Context: an optimization exercise on an open-source flow, tuned for small area, a short achievable clock period and few clock cycles per item. The choices shown serve that exercise and are no tape-out recipe. Where RTL was checked, it was by simulation tests only, not by an equivalence proof against the original. No functional check of the RTL was part of run 1.

[flow/config.mk]
export PLATFORM = sky130hd
export DESIGN_NAME = beep_filter
export DESIGN_NICKNAME = beep_filter
export VERILOG_FILES = /design/flow/design.v
export SDC_FILE = /design/flow/constraint.sdc
export NUM_CORES = 4
export LEC_CHECK = 0
export CAP_MARGIN = 20
export CORE_MARGIN = 2
export CORE_UTILIZATION = 40
export PLACE_DENSITY = 0.6
export SLEW_MARGIN = 20
[flow/constraint.sdc]
create_clock -name core_clock -period 15.0 [get_ports {clk}]
set_input_delay 3.0000 -clock core_clock [delete_from_list [all_inputs] [get_ports {clk}]]
set_output_delay 3.0000 -clock core_clock [all_outputs]
set_load 0.01 [all_outputs]
[flow/design.v]
module beep_div (
  input  [31:0] r,
  input  [31:0] d,
  output [31:0] rn,
  output [1:0]  q
);
  wire [34:0] x   = {1'b0, r, 2'b00};
  wire [34:0] d1  = {3'b0, d};
  wire [34:0] d2  = {2'b0, d, 1'b0};
  wire [34:0] t1  = x - d1;
  wire [34:0] t2  = x - d2;
  wire [34:0] xa  = {1'b0, r, 2'b10};
  wire [34:0] na  = ~d1;
  wire [34:0] nb  = ~d2;
  wire [34:0] cs  = xa ^ na ^ nb;
  wire [34:0] cc  = (xa & na) | (xa & nb) | (na & nb);
  wire [34:0] t3  = cs + {cc[33:0], 1'b0};
  wire        s1  = ~t1[34];
  wire        s2  = ~t2[34];
  wire        s3  = ~t3[34];
  assign q  = s3 ? 2'd3 : s2 ? 2'd2 : s1 ? 2'd1 : 2'd0;
  assign rn = s3 ? t3[31:0] : s2 ? t2[31:0] : s1 ? t1[31:0] : x[31:0];
endmodule
module beep_filter (
  input                    clk,
  input                    rst,
  input                    start,
  input      [31:0]        sample_rate,
  input      [31:0]        cutoff,
  output     [7:0]         tan_addr,
  input      [15:0]        tan_data,
  output                   ready,
  output reg               done,
  output reg               err,
  output reg [7:0]         tidx,
  output reg [15:0]        wc,
  output reg signed [15:0] z1_re,
  output reg signed [15:0] z1_im,
  output reg signed [15:0] z2_re,
  output reg signed [15:0] z2_im,
  output reg signed [15:0] a1,
  output reg signed [15:0] a2,
  output reg signed [15:0] b0,
  output reg signed [15:0] b1,
  output reg signed [15:0] b2,
  output reg [31:0]        sum_a
);
  reg        ph_idle, ph_clamp, ph_tdiv, ph_wld, ph_y1, ph_sq, ph_ld1,
             ph_z1, ph_z2, ph_pf, ph_bm, ph_fin;
  reg [2:0]  cnt;
  reg        cz;           
  reg        pinit;        
  reg [31:0] dv;           
  reg [31:0] r0, r1;       
  reg [15:0] q0, q1;       
  reg        q8;           
  reg [7:0]  tq;           
  reg [15:0] w;            
  reg [14:0] y1;
  reg        nz;
  reg [14:0] u;
  reg [29:0] ss, sk;       
  reg [29:0] sq;           
  reg [14:0] h0, h1;       
  reg [15:0] abar;         
  reg [17:0] abar3;        
  reg [17:0] abarl;        
  reg [15:0] bq;           
  reg [17:0] bq3;          
  reg [30:0] bs, bc;       
  reg [33:0] pacc;         
  reg [15:0] a1q;
  assign ready    = ph_idle;
  assign tan_addr = tq;
  wire z1_end = ph_z1 & cz;
  wire start_ok = ph_idle & start & (sample_rate != 32'd0);
  wire [31:0] fmax   = dv >> 2;
  wire        c_zero = (r0 == 32'd0);
  wire        c_big  = (r0 > fmax);
  wire [31:0] fc     = (c_zero || c_big) ? fmax : r0;
  function [63:0] csa;
    input [31:0] a, b, c;
    begin
      csa[31:0]  = a ^ b ^ c;
      csa[63:32] = ((a & b) | (a & c) | (b & c)) << 1;
    end
  endfunction
  wire [31:0] r0n, r1n;
  wire [1:0]  g0, g1;
  beep_div u_d0 (.r(r0), .d(dv), .rn(r0n), .q(g0));
  beep_div u_d1 (.r(r1), .d(dv), .rn(r1n), .q(g1));
  wire [31:0] wl = {17'd0, w[14:0]};
  wire [63:0] ta = csa(wl << 14, wl << 12, wl << 11);
  wire [63:0] tb = csa(wl << 9,  wl << 7,  wl << 1);
  wire [63:0] tc = csa(ta[31:0], ta[63:32], tb[31:0]);
  wire [63:0] td = csa(tc[31:0], tc[63:32], tb[63:32]);
  wire [31:0] t  = td[31:0] + td[63:32];
  reg  [31:0] pp [0:15];
  integer i;
  always @* begin
    for (i = 0; i < 15; i = i + 1)
      pp[i] = y1[i] ? (((({17'd0, y1} >> (i + 1)) << 2) | 32'd1) << (2 * i)) : 32'd0;
    pp[15] = nz ? {16'd0, y1, 1'b1} : 32'd0;
  end
  wire [63:0] l1a = csa(pp[0],  pp[1],  pp[2]);
  wire [63:0] l1b = csa(pp[3],  pp[4],  pp[5]);
  wire [63:0] l1c = csa(pp[6],  pp[7],  pp[8]);
  wire [63:0] l1d = csa(pp[9],  pp[10], pp[11]);
  wire [63:0] l1e = csa(pp[12], pp[13], pp[14]);
  wire [63:0] l2a = csa(l1a[31:0], l1a[63:32], l1b[31:0]);
  wire [63:0] l2b = csa(l1b[63:32], l1c[31:0], l1c[63:32]);
  wire [63:0] l2c = csa(l1d[31:0], l1d[63:32], l1e[31:0]);
  wire [63:0] l2d = csa(l1e[63:32], pp[15], 32'd0);
  wire [63:0] l3a = csa(l2a[31:0], l2a[63:32], l2b[31:0]);
  wire [63:0] l3b = csa(l2b[63:32], l2c[31:0], l2c[63:32]);
  wire [63:0] l4a = csa(l3a[31:0], l3a[63:32], l3b[31:0]);
  wire [63:0] l4b = csa(l3b[63:32], l2d[31:0], l2d[63:32]);
  wire [63:0] l5a = csa(l4a[31:0], l4a[63:32], l4b[31:0]);
  wire [63:0] l6a = csa(l5a[31:0], l5a[63:32], l4b[63:32]);
  wire        p1    = ph_ld1;
  wire        c1    = p1 & nz;
  wire [31:0] kd    = c1 ? {2'b00, 14'h3fff, ~y1, 1'b1} : 32'h40000000;   
  wire [31:0] kn    = c1 ? {2'b01, 14'h0000,  y1, 1'b1} : 32'h40000000;   
  wire [29:0] opx   = p1 ? ss : sq;
  wire [29:0] opy   = p1 ? sk : 30'd0;
  wire [63:0] da    = csa(kd, {1'b0, u, 16'd0}, {1'b0, opx, 1'b0});
  wire [63:0] db    = csa(da[31:0], da[63:32], {1'b0, opy, 1'b0});
  wire [31:0] dc    = db[31:0] + db[63:32];
  wire [31:0] nrc   = kn - {1'b0, opx, 1'b0} - {1'b0, opy, 1'b0};
  wire [1:0]  e0    = q0[1:0];
  wire [1:0]  e1    = q1[1:0];
  reg  [17:0] ra, rb;
  always @* begin
    if (ph_pf)
      ra = e0[1] ? abarl : 18'd0;
    else
      case (e0)
        2'd0: ra = 18'd0;
        2'd1: ra = {2'b0, abar};
        2'd2: ra = {1'b0, abar, 1'b0};
        default: ra = abar3;
      endcase
    case (e1)
      2'd0: rb = 18'd0;
      2'd1: rb = {2'b0, bq};
      2'd2: rb = {1'b0, bq, 1'b0};
      default: rb = bq3;
    endcase
  end
  wire [33:0] pnext = {pacc[31:0], 2'b01} + ~{16'd0, ra} + {16'd0, rb};
  wire [15:0] abarc = 16'h8000 - {1'b0, h0} - h0[0];
  wire [16:0] ac    = {1'b0, abar} - 17'h8000 - {2'b0, q0[15:1]} - q0[1];
  wire [15:0] a1c   = ac[16:1];
  wire [17:0] suma  = {pacc[33], pacc[33:17]};
  wire [14:0] sv    = suma[17] ? 15'd0 : suma[14:0];            
  wire [31:0] s32   = {17'd0, sv};
  wire [63:0] ma    = csa(s32, s32 << 1, s32 << 4);
  wire [63:0] mb    = csa(s32 << 5, s32 << 8, s32 << 9);
  wire [63:0] mc    = csa(ma[31:0], ma[63:32], mb[31:0]);
  wire [63:0] md    = csa(mb[63:32], s32 << 12, s32 << 13);
  wire [63:0] me    = csa(mc[31:0], mc[63:32], md[31:0]);
  wire [63:0] mf    = csa(me[31:0], me[63:32], md[63:32]);
  wire [31:0] bm    = {1'b0, bs} + {1'b0, bc};
  wire [15:0] b1c   = bm[31:16];
  wire [15:0] a2c   = suma[15:0] - 16'd16384 - a1q;
  always @(posedge clk) begin
    y1   <= t[29:15];
    nz   <= (w[13:0] != 14'd0);
    u    <= y1 + nz;
    ss   <= l6a[29:0];
    sk   <= l6a[61:32];
    sq   <= ss + sk;
    abar  <= abarc;
    abar3 <= {2'b0, abarc} + {1'b0, abarc, 1'b0};
    abarl <= {1'b0, abarc, 1'b0} + 18'h10000;
    bq    <= {h1[13:0], 1'b0} + {h1[0], 1'b0};
    bq3   <= ({2'b0, h1[13:0], 1'b0} + {h1[0], 1'b0}) * 3;
    a1q   <= a1c;
    bs    <= mf[30:0];
    bc    <= mf[62:32];
    if (ph_idle)
      dv <= sample_rate;
    else if (ph_ld1 | z1_end)
      dv <= dc;
    if (ph_idle)
      r0 <= cutoff;
    else if (ph_clamp)
      r0 <= {fc[29:0], 2'b00};
    else if (ph_ld1 | z1_end)
      r0 <= nrc;
    else
      r0 <= r0n;
    if (ph_ld1)
      r1 <= {2'b0, y1, 15'd0};
    else if (z1_end)
      r1 <= {2'b0, u, 15'd0};
    else
      r1 <= r1n;
    if (!(ph_pf | ph_bm | ph_fin)) begin
      q0 <= {q0[13:0], g0};
      q1 <= {q1[13:0], g1};
    end
    if (ph_clamp)
      q8 <= (dv[1:0] == 2'b00) && (c_zero || r0 >= fmax);
    if (ph_wld)
      w <= tan_data;
    if (z1_end) begin
      h0 <= {q0[13:0], g0[1]};    
      h1 <= {q1[12:0], g1};
    end
    if (pinit)
      pacc <= {18'd0, abarc};
    else if (!ph_bm)
      pacc <= pnext;
  end
  always @(posedge clk) begin
    cnt <= cnt - 3'd1;
    cz  <= (cnt == 3'd1);
    if (ph_clamp) begin
      cnt <= 3'd3;
      cz  <= 1'b0;
    end
    if (ph_ld1 | z1_end) begin
      cnt <= 3'd7;
      cz  <= 1'b0;
    end
    pinit <= z1_end;
    if (rst) begin
      ph_idle  <= 1'b1;
      ph_clamp <= 1'b0;
      ph_tdiv  <= 1'b0;
      ph_wld   <= 1'b0;
      ph_y1    <= 1'b0;
      ph_sq    <= 1'b0;
      ph_ld1   <= 1'b0;
      ph_z1    <= 1'b0;
      ph_z2    <= 1'b0;
      ph_pf    <= 1'b0;
      ph_bm    <= 1'b0;
      ph_fin   <= 1'b0;
      done     <= 1'b0;
      err      <= 1'b0;
      tq       <= 8'd0;
      tidx     <= 8'd0;
      wc       <= 16'd0;
      z1_re    <= 16'sd0;
      z1_im    <= 16'sd0;
      z2_re    <= 16'sd0;
      z2_im    <= 16'sd0;
      a1       <= 16'sd0;
      a2       <= 16'sd0;
      b0       <= 16'sd0;
      b1       <= 16'sd0;
      b2       <= 16'sd0;
      sum_a    <= 32'd0;
    end else begin
      ph_idle  <= (ph_idle & ~start_ok) | ph_fin;
      ph_clamp <= start_ok;
      ph_tdiv  <= ph_clamp | (ph_tdiv & ~cz);
      ph_wld   <= ph_tdiv & cz;
      ph_y1    <= ph_wld;
      ph_sq    <= ph_y1;
      ph_ld1   <= ph_sq;
      ph_z1    <= ph_ld1 | (ph_z1 & ~cz);
      ph_z2    <= z1_end | (ph_z2 & ~cz);
      ph_pf    <= ph_z2 & cz;
      ph_bm    <= ph_pf;
      ph_fin   <= ph_bm;
      done     <= ph_fin | (ph_idle & start & (sample_rate == 32'd0));
      if (ph_idle & start & (sample_rate == 32'd0))
        err <= 1'b1;
      if (ph_tdiv & cz)
        tq <= q8 ? 8'hff : {q0[5:0], g0};
      if (ph_fin) begin
        tidx  <= tq;
        wc    <= w;
        z1_re <= {1'b0, h0};
        z1_im <= {1'b0, h1};
        z2_re <= {1'b0, q0[15:1]};
        z2_im <= -q1;
        a1    <= a1q;
        a2    <= a2c;
        b0    <= {1'b0, b1c[15:1]};
        b1    <= b1c;
        b2    <= {1'b0, b1c[15:1]};
        sum_a <= {{14{suma[17]}}, suma};
        err   <= 1'b0;
      end
    end
  end
endmodule
[flow/run.sh]
#!/bin/bash
# synth_recipe.tcl (not shown) runs the flow's synth.tcl, then flattens the netlist and writes it again
# the make line also repeats each setting of config.mk as NAME=value (left out here)
make -C /OpenROAD-flow-scripts/flow DESIGN_CONFIG=/design/flow/config.mk WORK_HOME=/design/flow/orfs CLKGATE_MAP_FILE= SYNTH_SCRIPT=/design/flow/synth_recipe.tcl finish
==> impl_results.md, run 1 <==
- Fin Setup TNS: 0 ps
- Post-Synthesis Cells: 5975
- Crit-path cells: and2_2 > clkinv_1 > nor2_1 > ha_1 > ha_1 > ha_1 > fa_1 > a21o_1 > a21oi_1 > o21ai_0 > nand3_1 > a41oi_1 > a41oi_1 > o21ai_0 > a311oi_1 > o21ai_0
- Post-synth top area cell: dfxtp_1
- Die H: 370 um
- CTS resizes: 0
- CTS Hold Bufs: 0
- DRT Pass-1 Iters: 6
- Post-synth EDFFs: 126
- Initial antenna violation count: 7
- # IOs: 294
- Outcome: no timing/DRC/antenna violations
- Final core occ: 45.3%
- Setup repair bufs after CTS: 0
- Fmax achieved: 161 MHz
- R2r endpoint: dv[27]$_DFFE_PP_
- Cell area after synthesis: 53600 um^2
- Die Area: 137000 um^2
- Clock Latency Late Sink: 690 ps
- Synth cell types: 107
- Sink Count: 622
- Core box area: 133000 um^2
- Clock Tree Buf Depth: 3
- Area of the multi-input gates: 36500 um^2
- Die W: 370 um
- Slew @ Worst Pin: 1170 ps
- Final hold violations: 0
- Final ANT Viol Nets: 0
- Post-synthesis simple-gate area fraction: 13.0%
- Synth Area in Adders: 27.1%
- Max stage delay cell, worst path: and2_2
- Fin crit period: 6220 ps
- GRT Total Usage: 23.8%
- DRC: 0
- Hold Path End: cnt[0]$_SDFF_PP1_
- Crit path max-delay family: compound AO/OA/AOI/OAI gates
- Routed wire length per instance: 20.8 um
- Gpl congestion: 0.963
- Required time of the critical path: 15400 ps
- Worst hold slack: 406 ps
- Final worst setup slack: 8780 ps
- CTS tree: yes
- Critical path's largest stage delay: 830 ps
- RSZ-0062 raised after global routing: no
- Cts bufs inserted: 75
- Worst Hold Path Cells: 1
- P&R area growth vs syn: 12.7%
- Vias per std cell: 5.53
- HP Start: cnt[0]$_SDFF_PP1_
- Seq cells post-synth: 622
- Reg-to-Reg Start: ph_ld1$_SDFF_PP0_
- Ant diodes: 0
- XOR/XNOR Fraction of Synth Area: 6.08%
- Predominant post-synthesis flop cell: dfxtp_1
- Crit path DAT: 6620 ps
- Final setup viols: 0
- Gr ovfl total: 0
- Async set-reset flop share out of synthesis: 0%
- Hold Crit Class: register to register
- Buf/Inv on CP: 1
- Fin crit share: 41.5%
- Input/output buffers: 282
- # rows: 134
- Multiplexer share of the synthesized area: 4.25%
- Compound-Gate Fraction of Synth Area: 17.4%
- Fillers: 12900
- DP Wirelength: 132000 um
- Worst Reg-to-Reg Cells: 16
- Pre-CTS setup slack: 8810 ps
- Critical Path Sink Type: register
- Seq/Total Area, Yosys: 25.6%
- Critical Path Fanout Max: 35
- Synth Warn #: 2
- Largest family of logic cells by synthesized area: adder cells
- FF-to-FF setup slack: 8780 ps
- H-Tree Depth: 3
- Total wire length: 166000 um
- First-pass GRT wire length: 255000 um
- Root buffer cell: clkbuf_16
- Number of global-route vias before repair: 42900
- Worst setup SP type: register
- Pins Over Slew Limit: 0
- Sequential cell area: 13700 um^2
- Setup CP Type: register to register
- Clock Skews: 38.1 ps
- Pin count of the biggest net entering global routing: 119
- Share of layout cells above drive strength 1: 4.58%
- Slew HR: 21.7%
- Max-cap violations: 0
- Yosys top cell area share: 18.5%
- Layout net count: 7194
- Avg Inst Size Synth: 8.98 um^2
- Clock slew at reported path FFs: 60 ps
- Synth top area cells: dfxtp_1 (19%), ha_1 (15%), fa_1 (12%), edfxtp_1 (7.1%), inv_1 (4.3%)
- DRT iter0 DRCs: 3232
- Initial core utilization: 40.2%
- Via count: 44000
per-layer routing:
layer	global-route usage, %	wire length [um]	vias to the layer above
met1	32.2	75200	21400
met3	3.20	9010	242
li1	-	-	21100
met4	8.83	6190	4
met2	38.7	75800	1236
met5	0	21	-
logic make-up (layout without fill, tap and decap cells):
family	after synthesis	in the layout
buffers and inverters	867	1085
muxes	223	223
AOI/OAI and AO/OA	1429	1429
other	2	12
adders and majority gates	970	970
xor gates and xnor gates	372	372
and+or+nand+nor	1490	1490
DFF	622	622
per-stage QoR:
stage                     cell area, um^2  cells
after floorplan                     53700   5985
after global placement              57900   7832
after detailed placement            57900   7832
after CTS                           60400   7971
after global routing                60400   7971
final                               60400   7971
placed cells by master (no fill, tap or decap), drive strengths merged, types with 102 or more instances in the layout:
cell type	instances
inv	620
xor2	124
ha	651
nor3	102
edfxtp	126
a21o	156
a21oi	415
nor2	453
dfxtp	496
clkbuf	106
o21ai	298
mux2i	185
nand2	429
fa	319
xnor2	248
clkdlybuf4s50	281
layout make-up:
class | count | area share [%]
inverters | 618 | 3.84
repair buffers | 328 | 5.26
well taps | 1768 | 3.66
multi-input cells | 4496 | 60.4
flip-flops and latches | 622 | 22.7
clock inverters | 33 | 0.613
clock buffers | 106 | 3.55
flip-flops by register name, indices dropped and copies added, names as in the netlist, 16 cells and up:
register / flops
dv: 32
bq3: 16
q1: 16
ss: 29
abar3: 17
pacc: 33
w: 16
bs: 23
r0: 32
sq: 29
sum_a: 17
a2: 16
r1: 32
sk: 27
q0: 16
bc: 24
a1q: 16
a1: 16
wc: 16
z2_im: 16
synthesized netlist by cell type, drive strengths merged, types with 11 or more instances:
| library cell | instances |
|---|---|
| a31o | 12 |
| buf | 106 |
| nand2 | 429 |
| a21o | 156 |
| ha | 651 |
| edfxtp | 126 |
| o21bai | 46 |
| nor4 | 30 |
| a211o | 20 |
| o31a | 17 |
| mux2i | 185 |
| xnor2 | 248 |
| a31oi | 47 |
| a2111oi | 20 |
| or2 | 19 |
| fa | 319 |
| a41oi | 11 |
| nand3 | 101 |
| mux2 | 38 |
| o211ai | 46 |
| clkbuf | 143 |
| o22ai | 21 |
| nand2b | 64 |
| a221oi | 15 |
| and3 | 34 |
| o31ai | 30 |
| o21ai | 298 |
| o21a | 58 |
| xor2 | 124 |
| or4 | 12 |
| inv | 614 |
| dfxtp | 496 |
| nor2b | 48 |
| o41ai | 12 |
| nor2 | 453 |
| a22oi | 28 |
| a21oi | 415 |
| or3 | 32 |
| and2 | 99 |
| nand4 | 42 |
| a211oi | 75 |
| nor3 | 102 |
worst max path at each step:
stage | start | end | slack [ps] | cells after the start
detailed placement | ph_ld1$_SDFF_PP0_ | dv[27]$_DFFE_PP_ | 8810 | 16
floorplan | ph_ld1$_SDFF_PP0_ | dv[27]$_DFFE_PP_ | 10140 | 16
global route | ph_ld1$_SDFF_PP0_ | dv[27]$_DFFE_PP_ | 8100 | 16
finish | ph_ld1$_SDFF_PP0_ | dv[27]$_DFFE_PP_ | 8780 | 16
global placement | ph_ld1$_SDFF_PP0_ | dv[27]$_DFFE_PP_ | 8870 | 16
CTS | ph_ld1$_SDFF_PP0_ | dv[27]$_DFFE_PP_ | 8780 | 16
==> run 2, diff against run 1 <==
--- a/flow/design.v
+++ b/flow/design.v
@@ -48,3 +48,3 @@
   reg        ph_idle, ph_clamp, ph_tdiv, ph_wld, ph_y1, ph_sq, ph_ld1,
-             ph_z1, ph_z2, ph_pf, ph_bm, ph_fin;
+             ph_z1, ph_z2, ph_pf, ph_fin;
   reg [2:0]  cnt;
@@ -65,7 +65,3 @@
   reg [15:0] abar;         
-  reg [17:0] abar3;        
-  reg [17:0] abarl;        
-  reg [15:0] bq;           
-  reg [17:0] bq3;          
-  reg [30:0] bs, bc;       
+  reg [14:0] bp;           
   reg [33:0] pacc;         
@@ -80,9 +76,2 @@
   wire [31:0] fc     = (c_zero || c_big) ? fmax : r0;
-  function [63:0] csa;
-    input [31:0] a, b, c;
-    begin
-      csa[31:0]  = a ^ b ^ c;
-      csa[63:32] = ((a & b) | (a & c) | (b & c)) << 1;
-    end
-  endfunction
   wire [31:0] r0n, r1n;
@@ -91,8 +80,5 @@
   beep_div u_d1 (.r(r1), .d(dv), .rn(r1n), .q(g1));
-  wire [31:0] wl = {17'd0, w[14:0]};
-  wire [63:0] ta = csa(wl << 14, wl << 12, wl << 11);
-  wire [63:0] tb = csa(wl << 9,  wl << 7,  wl << 1);
-  wire [63:0] tc = csa(ta[31:0], ta[63:32], tb[31:0]);
-  wire [63:0] td = csa(tc[31:0], tc[63:32], tb[63:32]);
-  wire [31:0] t  = td[31:0] + td[63:32];
+  wire [15:0] wl = {1'b0, w[14:0]};
+  wire [30:0] t  = ({15'd0, wl} << 14) + ({15'd0, wl} << 12) + ({15'd0, wl} << 11)
+                 + ({15'd0, wl} << 9)  + ({15'd0, wl} << 7)  + ({15'd0, wl} << 1);
   reg  [31:0] pp [0:15];
@@ -104,2 +90,9 @@
   end
+  function [63:0] csa;
+    input [31:0] a, b, c;
+    begin
+      csa[31:0]  = a ^ b ^ c;
+      csa[63:32] = ((a & b) | (a & c) | (b & c)) << 1;
+    end
+  endfunction
   wire [63:0] l1a = csa(pp[0],  pp[1],  pp[2]);
@@ -119,33 +112,19 @@
   wire [63:0] l6a = csa(l5a[31:0], l5a[63:32], l4b[63:32]);
-  wire        p1    = ph_ld1;
-  wire        c1    = p1 & nz;
-  wire [31:0] kd    = c1 ? {2'b00, 14'h3fff, ~y1, 1'b1} : 32'h40000000;   
-  wire [31:0] kn    = c1 ? {2'b01, 14'h0000,  y1, 1'b1} : 32'h40000000;   
-  wire [29:0] opx   = p1 ? ss : sq;
-  wire [29:0] opy   = p1 ? sk : 30'd0;
-  wire [63:0] da    = csa(kd, {1'b0, u, 16'd0}, {1'b0, opx, 1'b0});
-  wire [63:0] db    = csa(da[31:0], da[63:32], {1'b0, opy, 1'b0});
-  wire [31:0] dc    = db[31:0] + db[63:32];
-  wire [31:0] nrc   = kn - {1'b0, opx, 1'b0} - {1'b0, opy, 1'b0};
+  wire [15:0] tu    = {u, 1'b0} - 16'd1;                        
+  wire [31:0] cor   = nz ? {16'd0, tu} : 32'd0;
+  wire [31:0] d1c   = 32'h40000000 + {1'b0, u, 16'd0} + {1'b0, ss, 1'b0}
+                    + {1'b0, sk, 1'b0} - cor;
+  wire [31:0] nr1c  = 32'h40000000 - {1'b0, ss, 1'b0} - {1'b0, sk, 1'b0} + cor;
+  wire [31:0] d2c   = 32'h40000000 + {1'b0, u, 16'd0} + {1'b0, sq, 1'b0};
+  wire [31:0] nr2c  = 32'h40000000 - {1'b0, sq, 1'b0};
   wire [1:0]  e0    = q0[1:0];
   wire [1:0]  e1    = q1[1:0];
-  reg  [17:0] ra, rb;
-  always @* begin
-    if (ph_pf)
-      ra = e0[1] ? abarl : 18'd0;
-    else
-      case (e0)
-        2'd0: ra = 18'd0;
-        2'd1: ra = {2'b0, abar};
-        2'd2: ra = {1'b0, abar, 1'b0};
-        default: ra = abar3;
-      endcase
-    case (e1)
-      2'd0: rb = 18'd0;
-      2'd1: rb = {2'b0, bq};
-      2'd2: rb = {1'b0, bq, 1'b0};
-      default: rb = bq3;
-    endcase
-  end
-  wire [33:0] pnext = {pacc[31:0], 2'b01} + ~{16'd0, ra} + {16'd0, rb};
+  wire        e0l   = e0[0] & ~ph_pf;
+  wire        lb    = e0[1] & ph_pf;
+  wire [33:0] pnext = {pacc[31:0], 2'b00}
+                    - (e0l   ? {18'd0, abar} : 34'd0)
+                    - (e0[1] ? {17'd0, abar, 1'b0} : 34'd0)
+                    - (lb    ? 34'h10000 : 34'd0)
+                    + (e1[0] ? {18'd0, bp, 1'b0} : 34'd0)
+                    + (e1[1] ? {17'd0, bp, 2'b0} : 34'd0);
   wire [15:0] abarc = 16'h8000 - {1'b0, h0} - h0[0];
@@ -156,9 +135,4 @@
   wire [31:0] s32   = {17'd0, sv};
-  wire [63:0] ma    = csa(s32, s32 << 1, s32 << 4);
-  wire [63:0] mb    = csa(s32 << 5, s32 << 8, s32 << 9);
-  wire [63:0] mc    = csa(ma[31:0], ma[63:32], mb[31:0]);
-  wire [63:0] md    = csa(mb[63:32], s32 << 12, s32 << 13);
-  wire [63:0] me    = csa(mc[31:0], mc[63:32], md[31:0]);
-  wire [63:0] mf    = csa(me[31:0], me[63:32], md[63:32]);
-  wire [31:0] bm    = {1'b0, bs} + {1'b0, bc};
+  wire [31:0] bm    = s32 + (s32 << 1) + (s32 << 4) + (s32 << 5)
+                    + (s32 << 8) + (s32 << 9) + (s32 << 12) + (s32 << 13);
   wire [15:0] b1c   = bm[31:16];
@@ -172,14 +146,11 @@
     sq   <= ss + sk;
-    abar  <= abarc;
-    abar3 <= {2'b0, abarc} + {1'b0, abarc, 1'b0};
-    abarl <= {1'b0, abarc, 1'b0} + 18'h10000;
-    bq    <= {h1[13:0], 1'b0} + {h1[0], 1'b0};
-    bq3   <= ({2'b0, h1[13:0], 1'b0} + {h1[0], 1'b0}) * 3;
-    a1q   <= a1c;
-    bs    <= mf[30:0];
-    bc    <= mf[62:32];
+    abar <= abarc;
+    bp   <= {1'b0, h1[13:0]} + h1[0];
+    a1q  <= a1c;
     if (ph_idle)
       dv <= sample_rate;
-    else if (ph_ld1 | z1_end)
-      dv <= dc;
+    else if (ph_ld1)
+      dv <= d1c;
+    else if (z1_end)
+      dv <= d2c;
     if (ph_idle)
@@ -188,4 +159,6 @@
       r0 <= {fc[29:0], 2'b00};
-    else if (ph_ld1 | z1_end)
-      r0 <= nrc;
+    else if (ph_ld1)
+      r0 <= nr1c;
+    else if (z1_end)
+      r0 <= nr2c;
     else
@@ -198,3 +171,3 @@
       r1 <= r1n;
-    if (!(ph_pf | ph_bm | ph_fin)) begin
+    if (!(ph_pf | ph_fin)) begin
       q0 <= {q0[13:0], g0};
@@ -212,3 +185,3 @@
       pacc <= {18'd0, abarc};
-    else if (!ph_bm)
+    else
       pacc <= pnext;
@@ -238,3 +211,2 @@
       ph_pf    <= 1'b0;
-      ph_bm    <= 1'b0;
       ph_fin   <= 1'b0;
@@ -266,4 +238,3 @@
       ph_pf    <= ph_z2 & cz;
-      ph_bm    <= ph_pf;
-      ph_fin   <= ph_bm;
+      ph_fin   <= ph_pf;
       done     <= ph_fin | (ph_idle & start & (sample_rate == 32'd0));
==> run 2 against run 1 <==
Register-to-register slack got worse by 120 ps. Area after synthesis fell by 4.7%. Maximum frequency fell by 2.0%. Final cell count fell by 3.9%. Count of clock-buffer cells in the layout fell by 11. Via count fell by 3.3%. Non-clock buffer count fell by 9. Largest cell class unchanged. Critical path depth rose by 3.
==> impl_results.md, run 2 <==
- Core box area: 127000 um^2 (-4.6%)
- GRT Total Usage: 24.5% (+0.65 points)
- Clock Tree Buf Depth: 3 (unchanged)
- Most common cell in the netlist: ha_1
- Die H: 361 um (-2.4%)
- Cell area after synthesis: 51100 um^2 (-4.7%)
- Required time of the critical path: 15430 ps (+30 ps)
- # rows: 131 (-2.2%)
- Commonest cells in the synthesized netlist: ha_1 (691), inv_1 (648), nor2_1 (467)
- Critical Path Sink Type: register
- Biggest register: pacc
- Final ANT Viol Nets: 0 (unchanged)
- DRT iter0 DRCs: 3371 (+4.3%)
- Cts bufs inserted: 70 (-6.7%)
- Most frequent cells in the layout: ha_1 (691), inv_1 (647), nor2_1 (464)
- Fin crit share: 42.3% (+0.83 points)
- Synth Warn #: 2 (unchanged)
- Number of flip-flops in the largest register: 33 (unchanged)
- CTS tree: yes
- Slew HR: 22.2% (+0.44 points)
- Layout net count: 7019 (-2.4%)
- Pin count of the biggest net entering global routing: 93 (-22%)
- Worst setup SP type: register
- Clock Skews: 28.5 ps (-9.62 ps)
- Final Non-Filler Cells: 7663 (-3.9%)
- Via count: 42600 (-3.3%)
- Initial core utilization: 40.2% (-0.062 points)
- Seq/Total Area, Yosys: 23.4% (-2.2 points)
- Pins Over Slew Limit: 0 (unchanged)
- Vias per std cell: 5.56 (+0.59%)
- Fin Setup TNS: 0 ps (unchanged)
- Root buffer cell: clkbuf_16
- Predominant post-synthesis flop cell: dfxtp_1
- Synth cell types: 87 (-19%)
- Post-Synthesis Cells: 5765 (-3.5%)
- Post-synth EDFFs: 111 (-12%)
- DRC: 0 (unchanged)
- CTS resizes: 0 (unchanged)
- Die Area: 131000 um^2 (-4.7%)
- Crit path DAT: 6770 ps (+150 ps)
- Inst Count DP: 7532 (-3.8%)
- Max-cap violations: 0 (unchanged)
- Fin crit period: 6340 ps (+125 ps)
- Initial antenna violation count: 2 (-5)
- Die W: 361 um (-2.4%)
- P&R area growth vs syn: 12.9%
- Max stage delay cell, worst path: a2111oi_0
- Sink Count: 541 (-13%)
- Clock slew at reported path FFs: 60 ps (about the same)
- Crit-path cells: inv_1 > ha_1 > xor2_1 > and2_1 > fa_1 > inv_1 > ha_1 > ha_1 > a211o_1 > a2111oi_0 > o21ai_0 > a21oi_1 > o211ai_1 > o41ai_1 > o21ai_0 > xor2_1 > nand2_1 > o21ai_0 > mux2_2
- Number of global-route vias before repair: 40700 (-5.0%)
- Input/output buffers: 279 (-1.1%)
- Synth top area cells: ha_1 (17%), dfxtp_1 (17%), fa_1 (12%), edfxtp_1 (6.5%), inv_1 (4.8%)
- FF-to-FF setup slack: 8660 ps (-120 ps)
- DRT Pass-1 Iters: 7 (+1)
- First-pass GRT wire length: 247000 um (-3.0%)
- Slew @ Worst Pin: 1170 ps (-4.67 ps)
- Seq cells post-synth: 541 (-13%)
- DP Wirelength: 130000 um (-1.2%)
- Final instance area: 57700 um^2 (-4.5%)
- Worst hold slack: 408 ps (+1.23 ps)
- Routed wire length per instance: 21.4 um (+2.5%)
- Critical path's largest stage delay: 680 ps (-150 ps)
- Final core occ: 45.4% (about the same)
- Post-Place Cell Area: 55300 um^2 (-4.4%)
- Total wire length: 164000 um (-1.5%)
- RSZ-0062 raised after global routing: no
- Post-synth top area cell: ha_1
- Setup repair bufs after CTS: 0 (unchanged)
- Fmax achieved: 158 MHz (-2.0%)
- Sequential cell area: 12000 um^2 (-13%)
- Final hold violations: 0 (unchanged)
- Share of layout cells above drive strength 1: 3.85% (-0.73 points)
- Critical Path Fanout Max: 10 (-71%)
- Async set-reset flop share out of synthesis: 0% (unchanged)
- Most common cell after layout, fill and taps aside: ha_1
- Gr ovfl total: 0 (unchanged)
- Setup CP Type: register to register
- Gpl congestion: 0.971 (+0.81%)
- Final setup viols: 0 (unchanged)
- CTS Hold Bufs: 0 (unchanged)
- Yosys top cell area share: 16.9% (-1.6 points)
- # IOs: 294 (unchanged)
- Clock Latency Late Sink: 680 ps (about the same)
- H-Tree Depth: 3 (unchanged)
- Fillers: 12400 (-3.6%)
- Hold Crit Class: register to register
- Outcome: no timing/DRC/antenna violations
- Area of the multi-input gates: 35800 um^2 (-1.9%)
- Avg Inst Size Synth: 8.86 um^2 (-1.3%)
[run 2: critical path, delay by kind of cell (launching register included)]
| kind | cells | cell delay [ps] |
|---|---|---|
| flip-flops | 1 | 540 |
| buffers and inverters | 2 | 190 |
| multiplexers | 1 | 280 |
| XOR/XNOR | 2 | 380 |
| AO/OA/AOI/OAI | 8 | 2970 |
| AND/OR/NAND/NOR | 2 | 280 |
| adder cells (fa/ha/maj) | 4 | 1440 |
[run 2: path summary, 6_finish.rpt]
| kind | end | cells after the start | startpoint |
|---|---|---|---|
| worst max-delay path | dv[29]$_DFFE_PP_ | 19 | ss[0]$_DFF_P_ |
| worst min-delay path | cnt[0]$_SDFF_PP1_ | 1 | cnt[0]$_SDFF_PP1_ |
| worst max register to register | dv[29]$_DFFE_PP_ | 19 | ss[0]$_DFF_P_ |
| worst min register to register | cnt[0]$_SDFF_PP1_ | 1 | cnt[0]$_SDFF_PP1_ |
[run 2: routing by layer]
layer | GRT usage (%) | part of all wire, %
met5 | 0 | 0
met4 | 9.29 | 4.0
met3 | 3.45 | 6.3
met2 | 39.1 | 45
met1 | 33.5 | 44
[run 2: area by class of cell]
class	instances	share of cell area [%]
clock buffer	95	3.43
tap	1662	3.60
inverter	649	4.22
clock inverter	34	0.648
timing repair buffer	319	5.36
sequential	541	20.7
multi-input combinational	4361	62.0
antenna	2	0.00867
[run 2: cells by family after synthesis]
logic type / share of synthesized area, %
simple gates: 14.0
compound gates: 16.7
fa+ha+maj: 28.8
buf+inv: 6.86
flops: 23.4
xor+xnor: 6.72
mux: 3.54
other cells: 0.0147
[run 2: metrics by stage]
stage                     setup WS [ps]
after CTS                          8750
after global placement             8850
final                              8660
after floorplan                    9510
after global routing               8210
after detailed placement           8810
Testbench counts of run 2, summed over its fixed seeds: cycles 14,344, designs 512.

afterwards: timing with drivers on the ports:
Ports are ideal in the flow. The routed layouts listed here were re-timed in OpenROAD. Step 1 assumes that a clkbuf_16 drives the clock port and a buf_2 every other input. Step 2 also shifts input and output timing later by t, the mid clock arrival at the registers, as if the neighbouring blocks saw the same clock. a / b / c = ideal / step 1 / step 2; a / b = the first two.
run | t, ns | setup WS [ns] | hold slack, ns | worst setup path after step 2 | worst slew at a driven data input, ns
run 1 | 0.748 | 8.781 / 8.781 / 8.781 | 0.406 / 0.406 / 0.406 | register to register | 0.08
run 2 | 0.751 | 8.656 / 8.656 / 8.656 | 0.408 / 0.408 / 0.408 | register to register | 0.20
After both steps every run listed still meets setup and hold.
